Context: an optimization exercise on an open-source flow, tuned for small area, a short achievable clock period and few clock cycles per item. The choices shown serve that exercise and are no tape-out recipe. Where RTL was checked, it was by simulation tests only, not by an equivalence proof against the original.

alpha:
// chord_mixer
module chord_mixer (
    input  wire        clk,
    input  wire        rst,
    input  wire        in_valid,
    output wire        in_ready,
    input  wire [1:0]  in_n,
    input  wire [31:0] in_s0,
    input  wire [31:0] in_s1,
    input  wire [31:0] in_s2,
    output wire        out_valid,
    input  wire        out_ready,
    output wire [31:0] out_data
);
Size: ~2,100 cells after synthesis, about 66 flip-flops.
Settings: LEC_CHECK=0, CAP_MARGIN=20, CORE_MARGIN=2, CORE_UTILIZATION=40, SLEW_MARGIN=20; clock period 14.0 ns.
run.sh (not shown) runs the stock make flow with config.mk's settings and CLKGATE_MAP_FILE= SYNTH_SCRIPT=/design/flow/synth_recipe.tcl, a recipe that flattens the netlist after the stock synthesis.
alpha: full flow OK, the timing, design-rule and antenna checks passed
The following lists how beta was set up differently from alpha:
Settings: an added ABC_AREA of 1.
--- outcome ---
beta ended with every stage complete and zero timing, DRC or antenna violations. beta vs. alpha: filler-free cell count of the finished design saw an increase; non-clock buffer count decreased by 86 relative to the old numbers. Re fraction of area in non-clock buffers: alpha and beta aren't equal, and the higher value belongs to alpha. Area after synthesis delta (beta − alpha): favourable. beta does better than alpha on finished layout cell area. Re simple-gate share of the synthesized area: beta is 13 points up on alpha. Changes observed in beta relative to alpha: post-route met1 wirelength has decreased; top achievable clock speed has increased; via count has decreased; fraction of the cycle the final worst path needs has decreased.
No run of this note included a check of the RTL's function; only the layout flow was run.

## run 1
Another version of the RTL of chord_mixer (not shown whole).
For scale: ~2700 cells after synthesis, about 450 flip-flops, roughly 140 I/O pins, about 0.028 mm² of cells after synthesis.
clock: 14.0 ns
lec_check: 0
abc_area: 0
cap_margin: 20
core_margin: 2
core_utilization: 40
slew_margin: 20
standard.sh (not shown) runs the stock make flow with config.mk's settings and CLKGATE_MAP_FILE= SYNTH_SCRIPT=/design/flow/synth_recipe.tcl, a recipe that flattens the netlist after the stock synthesis.
==> flow/flow/run.sh <==
#!/bin/bash
# Own layout flow: the standard synthesis and layout, with the timing
# repair after placement, clock tree synthesis and global routing aiming for
# more setup slack than the flow settings allow. The clock period and all
# constraints stay those of constraint.sdc. Each step's output goes to a log
# of its own in the work folder (ORFS also keeps its per-step logs under orfs/).
set -euo pipefail
MARGIN=${MARGIN:-9.5}
bash standard.sh synth > synth.log 2>&1
bash standard.sh finish SETUP_SLACK_MARGIN=$MARGIN > layout.log 2>&1
#### Input delta (run 2 over run 1)
-- flow/config.mk --
<<< run 1, line 8
export ABC_AREA = 0
>>> run 2, line 8
export ABC_AREA = 1
<<< run 1, line 12
>>> run 2, line 12
export CTS_BUF_LIST = sky130_fd_sc_hd__clkbuf_8
Notes after the runs:
Changes observed in run 2 relative to run 1: post-synthesis adder-cell area fraction has decreased, complex-gate fraction of the synthesized area has decreased. Run 2: floorplan die area about 3% above run 1. Per the final summary, run 2 finished and its layout is clean on timing, DRC and antenna. Number of cells on the critical path (lower): run 2. Run 1 vs run 2, launch point of the critical path: y2[27] vs od[12].
diff inputs: run 2 => run 3
-- flow/config.mk --
<<< run 2, line 12
export CTS_BUF_LIST = sky130_fd_sc_hd__clkbuf_8
>>> run 3, line 12
Per the final summary, run 3 finished and its layout is clean on timing, DRC and antenna. Between run 2 and run 3, total global-route track usage decreased. The lower synthesis-to-finish area growth came out of run 2. Note that the amount of wire on met3 after detailed routing recorded for run 3 amounts to 0.940 times the value seen in run 2. Share of cell area taken by multi-input logic gates (run 3 over run 2): decrease, 0.23 points. Relative to run 2, TritonCTS buffer count decreased by 30 in run 3.
No run of this note included a check of the RTL's function; only the layout flow was run.

## try-indigo
Another version of the RTL of chord_mixer (not shown whole).
Size in the first run: ~3,400 cells after synthesis, roughly 460 flip-flops.
// chord_mixer
module chord_mixer (
    input  wire        clk,
    input  wire        rst,
    input  wire        in_valid,
    output wire        in_ready,
    input  wire [1:0]  in_n,
    input  wire [31:0] in_s0,
    input  wire [31:0] in_s1,
    input  wire [31:0] in_s2,
    output wire        out_valid,
    input  wire        out_ready,
    output wire [31:0] out_data
);
export LEC_CHECK = 0
export ABC_AREA = 1
export CAP_MARGIN = 20
export CORE_MARGIN = 2
export CORE_UTILIZATION = 40
export SLEW_MARGIN = 20
create_clock -name core_clock -period 14.0 [get_ports {clk}]
==> flow/flow/run.sh <==
#!/bin/bash
# Own layout flow: the standard synthesis and layout, with two changes:
#  - the timing repair after placement, clock tree synthesis and global
#    routing aims for more setup slack than the flow settings allow;
#  - every input and output port still gets a buffer, but a plain buffer
#    (buf_2) rather than the delay cell buffer_ports picks by default.
# The clock period and all constraints stay those of constraint.sdc. Each
# step's output goes to a log of its own in the work folder (ORFS also keeps
# its per-step logs under orfs/).
set -euo pipefail
MARGIN=${MARGIN:-9.8}
PORTBUF=${PORTBUF:-sky130_fd_sc_hd__buf_2}
bash standard.sh synth > synth.log 2>&1
bash standard.sh finish SETUP_SLACK_MARGIN=$MARGIN \
    "BUFFER_PORTS_ARGS=-inputs -outputs -buffer_cell $PORTBUF" > layout.log 2>&1
Testbench counts of try-indigo, summed over its fixed seeds: cycles 16,056, items 16,000.
Setup changes, try-indigo to try-delta
- CTS_CLUSTER_SIZE: unset -> 20
- CTS_CLUSTER_DIAMETER: unset -> 100
diff --git a/flow/flow/run.sh b/flow/flow/run.sh
--- a/flow/flow/run.sh
+++ b/flow/flow/run.sh
@@ -9,5 +9,5 @@
 # its per-step logs under orfs/).
 set -euo pipefail
-MARGIN=${MARGIN:-9.8}
+MARGIN=${MARGIN:-10.2}
 PORTBUF=${PORTBUF:-sky130_fd_sc_hd__buf_2}
 bash standard.sh synth > synth.log 2>&1
### Flow results
try-delta completed every stage of the flow, and the final layout passed the timing, design-rule and antenna checks. try-delta ends up with a area growth from synthesis to layout that is 1.7 points higher than in try-indigo. Summary of try-delta over try-indigo: achievable frequency grew by 6.3 MHz; multi-input logic area grew by about 4.3%.
For try-onyx, these inputs were changed with respect to try-delta:
- CTS_CLUSTER_SIZE: 20 -> 24
- CTS_CLUSTER_DIAMETER: 100 -> 120
diff --git a/flow/flow/run.sh b/flow/flow/run.sh
--- a/flow/flow/run.sh
+++ b/flow/flow/run.sh
@@ -9,5 +9,5 @@
 # its per-step logs under orfs/).
 set -euo pipefail
-MARGIN=${MARGIN:-10.2}
+MARGIN=${MARGIN:-10}
 PORTBUF=${PORTBUF:-sky130_fd_sc_hd__buf_2}
 bash standard.sh synth > synth.log 2>&1
==> comparison <==
- For try-delta, the launch point of the worst path was od[26], unlike try-onyx, where it was od[30].
- | design area | lower: try-onyx |
- The run with more routed wire is try-delta, not try-onyx.
- Final clock period utilization by the worst path up 0.21 points in try-onyx wrt try-delta

== v34 ==
chord_mixer, a different RTL version from the one above (not shown whole).
Size in the first run: about 3400 cells after synthesis, ~460 flip-flops, roughly 140 I/O pins, ~25000 um^2 of cells after synthesis.
## chord_mixer
module chord_mixer (
    input  wire        clk,
    input  wire        rst,
    input  wire        in_valid,
    output wire        in_ready,
    input  wire [1:0]  in_n,
    input  wire [31:0] in_s0,
    input  wire [31:0] in_s1,
    input  wire [31:0] in_s2,
    output wire        out_valid,
    input  wire        out_ready,
    output wire [31:0] out_data
);
Settings: LEC_CHECK=0, ABC_AREA=1, CAP_MARGIN=20, CORE_MARGIN=2, CORE_UTILIZATION=40, CTS_CLUSTER_DIAMETER=120, CTS_CLUSTER_SIZE=28, SLEW_MARGIN=20; clock period 14.0 ns.
==> flow/flow/run.sh <==
#!/bin/bash
# Own layout flow: the standard synthesis and layout, with two changes:
#  - the timing repair after placement, clock tree synthesis and global
#    routing aims for more setup slack than the flow settings allow;
#  - every input and output port still gets a buffer, but a plain buffer
#    (buf_2) rather than the delay cell buffer_ports picks by default.
# The clock period and all constraints stay those of constraint.sdc. Each
# step's output goes to a log of its own in the work folder (ORFS also keeps
# its per-step logs under orfs/).
set -euo pipefail
MARGIN=${MARGIN:-10}
PORTBUF=${PORTBUF:-sky130_fd_sc_hd__buf_2}
bash standard.sh synth > synth.log 2>&1
bash standard.sh finish SETUP_SLACK_MARGIN=$MARGIN \
    "BUFFER_PORTS_ARGS=-inputs -outputs -buffer_cell $PORTBUF" > layout.log 2>&1
v34 ran to completion and came out clean on the timing, design-rule and antenna checks.
Testbench counts of v34, summed over its fixed seeds: cycles 16,056, items 16,000.
What v23 does differently from v34 at the input level:
- a change of SLEW_MARGIN from 20 to 5
- a change of CTS_CLUSTER_SIZE from 28 to 24
- a change of CAP_MARGIN from 20 to 5
Findings:
- For the number of buffers created by CTS, v23 came in 15% higher than v34 did.
- The final critical path time including I/O delays and setup of v23 was inferior to that of v34.
- The run with more setup slack is v34; v23 has less.
- There was hardly any difference in number of fill cells in the layout between v23 and v34.
- Final core utilization of v34 is on par with v23.
- Wire length of v23 is on par with v34.
- Diff v34 and v23: non-clock buffer contribution to total cell area lower in v23
Edits applied to the flow inputs when going from v23 to v19:
- SLEW_MARGIN now 20, was 5
- CAP_MARGIN now 20, was 5
diff --git a/flow/flow/run.sh b/flow/flow/run.sh
--- a/flow/flow/run.sh
+++ b/flow/flow/run.sh
@@ -10,3 +10,3 @@
 set -euo pipefail
-MARGIN=${MARGIN:-10}
+MARGIN=${MARGIN:-10.1}
 PORTBUF=${PORTBUF:-sky130_fd_sc_hd__buf_2}
==> comparison <==
- From v23 to v19, number of cells traversed by the worst hold path did not move at all.
- Between v19 and v23, the minimum period implied by the final worst setup slack does not differ in any meaningful way.
- Worst hold slack essentially unchanged between v19 and v23.
- Wire length of the first global-routing pass of v19 is on par with v23.
- Taking v23 as the reference point, the setup slack on the worst flop-to-flop path of v19 falls by 0.05 ns.
- v19 -> v23: cell total after placement delta 0, exact match
- v19 closes out successfully: all stages finished, all timing, DRC and antenna checks passed.
The inputs of v47 differ from those of v19 as listed below.
diff --git a/flow/flow/run.sh b/flow/flow/run.sh
--- a/flow/flow/run.sh
+++ b/flow/flow/run.sh
@@ -10,3 +10,3 @@
 set -euo pipefail
-MARGIN=${MARGIN:-10.1}
+MARGIN=${MARGIN:-10}
 PORTBUF=${PORTBUF:-sky130_fd_sc_hd__buf_2}
Notes after the runs:
- | sequential share of cell area | v47 vs v19 | 0.31 points higher |
- Taking v19 as the reference point, the wire length of v47 falls by about 0.9%.
- v19 and v47 ended up with roughly the same hold slack.
- Relative to v19, the detailed router's first-iteration violation count measured on v47 has decreased slightly.
- Between v19 and v47, the met1 layer usage reported by global route figures differ only marginally.
- The first-pass GRT wire length of v19 and that of v47 are within noise of each other.
- Per the comparison of v47 with v19, clock-buffer cell count was more or less identical.

==> what the ideal ports hide <==
The flow's constraints put no driver on any port. The routed layouts listed below were extracted and timed again, unchanged, in two steps. Step 1 assumes that a clkbuf_16 drives the clock port and a buf_2 every other input. Step 2 also shifts input and output timing later by t, the mid clock arrival at the registers, as if the neighbouring blocks saw the same clock. Three values: no drivers, after step 1, after step 2; two values: the first two.
run | t, ns | setup slack, ns | worst setup path after step 2 | worst slew at a driven data input, ns
alpha | 0.398 | 0.468 / 0.421 / 0.818 | register to output | 0.09
beta | 0.397 | 0.792 / 0.748 / 1.145 | register to output | 0.06
run 1 | 0.672 | 8.803 / 8.803 / 8.803 | register to register | 0.04
run 2 | 0.715 | 9.665 / 9.606 / 9.534 | input to register | 0.06
run 3 | 0.653 | 9.749 / 9.689 / 9.562 | input to register | 0.06
try-indigo | 0.649 | 9.904 / 9.904 / 9.748 | input to register | 0.08
try-delta | 0.647 | 10.007 / 9.942 / 9.762 | input to register | 0.08
try-onyx | 0.629 | 9.977 / 9.914 / 9.754 | input to register | 0.09
v34 | 0.619 | 10.046 / 9.989 / 9.641 | input to register | 0.07
v23 | 0.631 | 10.036 / 9.980 / 9.638 | input to register | 0.06
v19 | 0.629 | 10.035 / 9.979 / 9.614 | input to register | 0.07
v47 | 0.629 | 10.027 / 9.971 / 9.621 | input to register | 0.06
After both steps every run listed still meets setup and hold. For v19, which loses most, drivers alone change the setup slack by -0.056 ns; drivers and shift together by -0.421 ns.
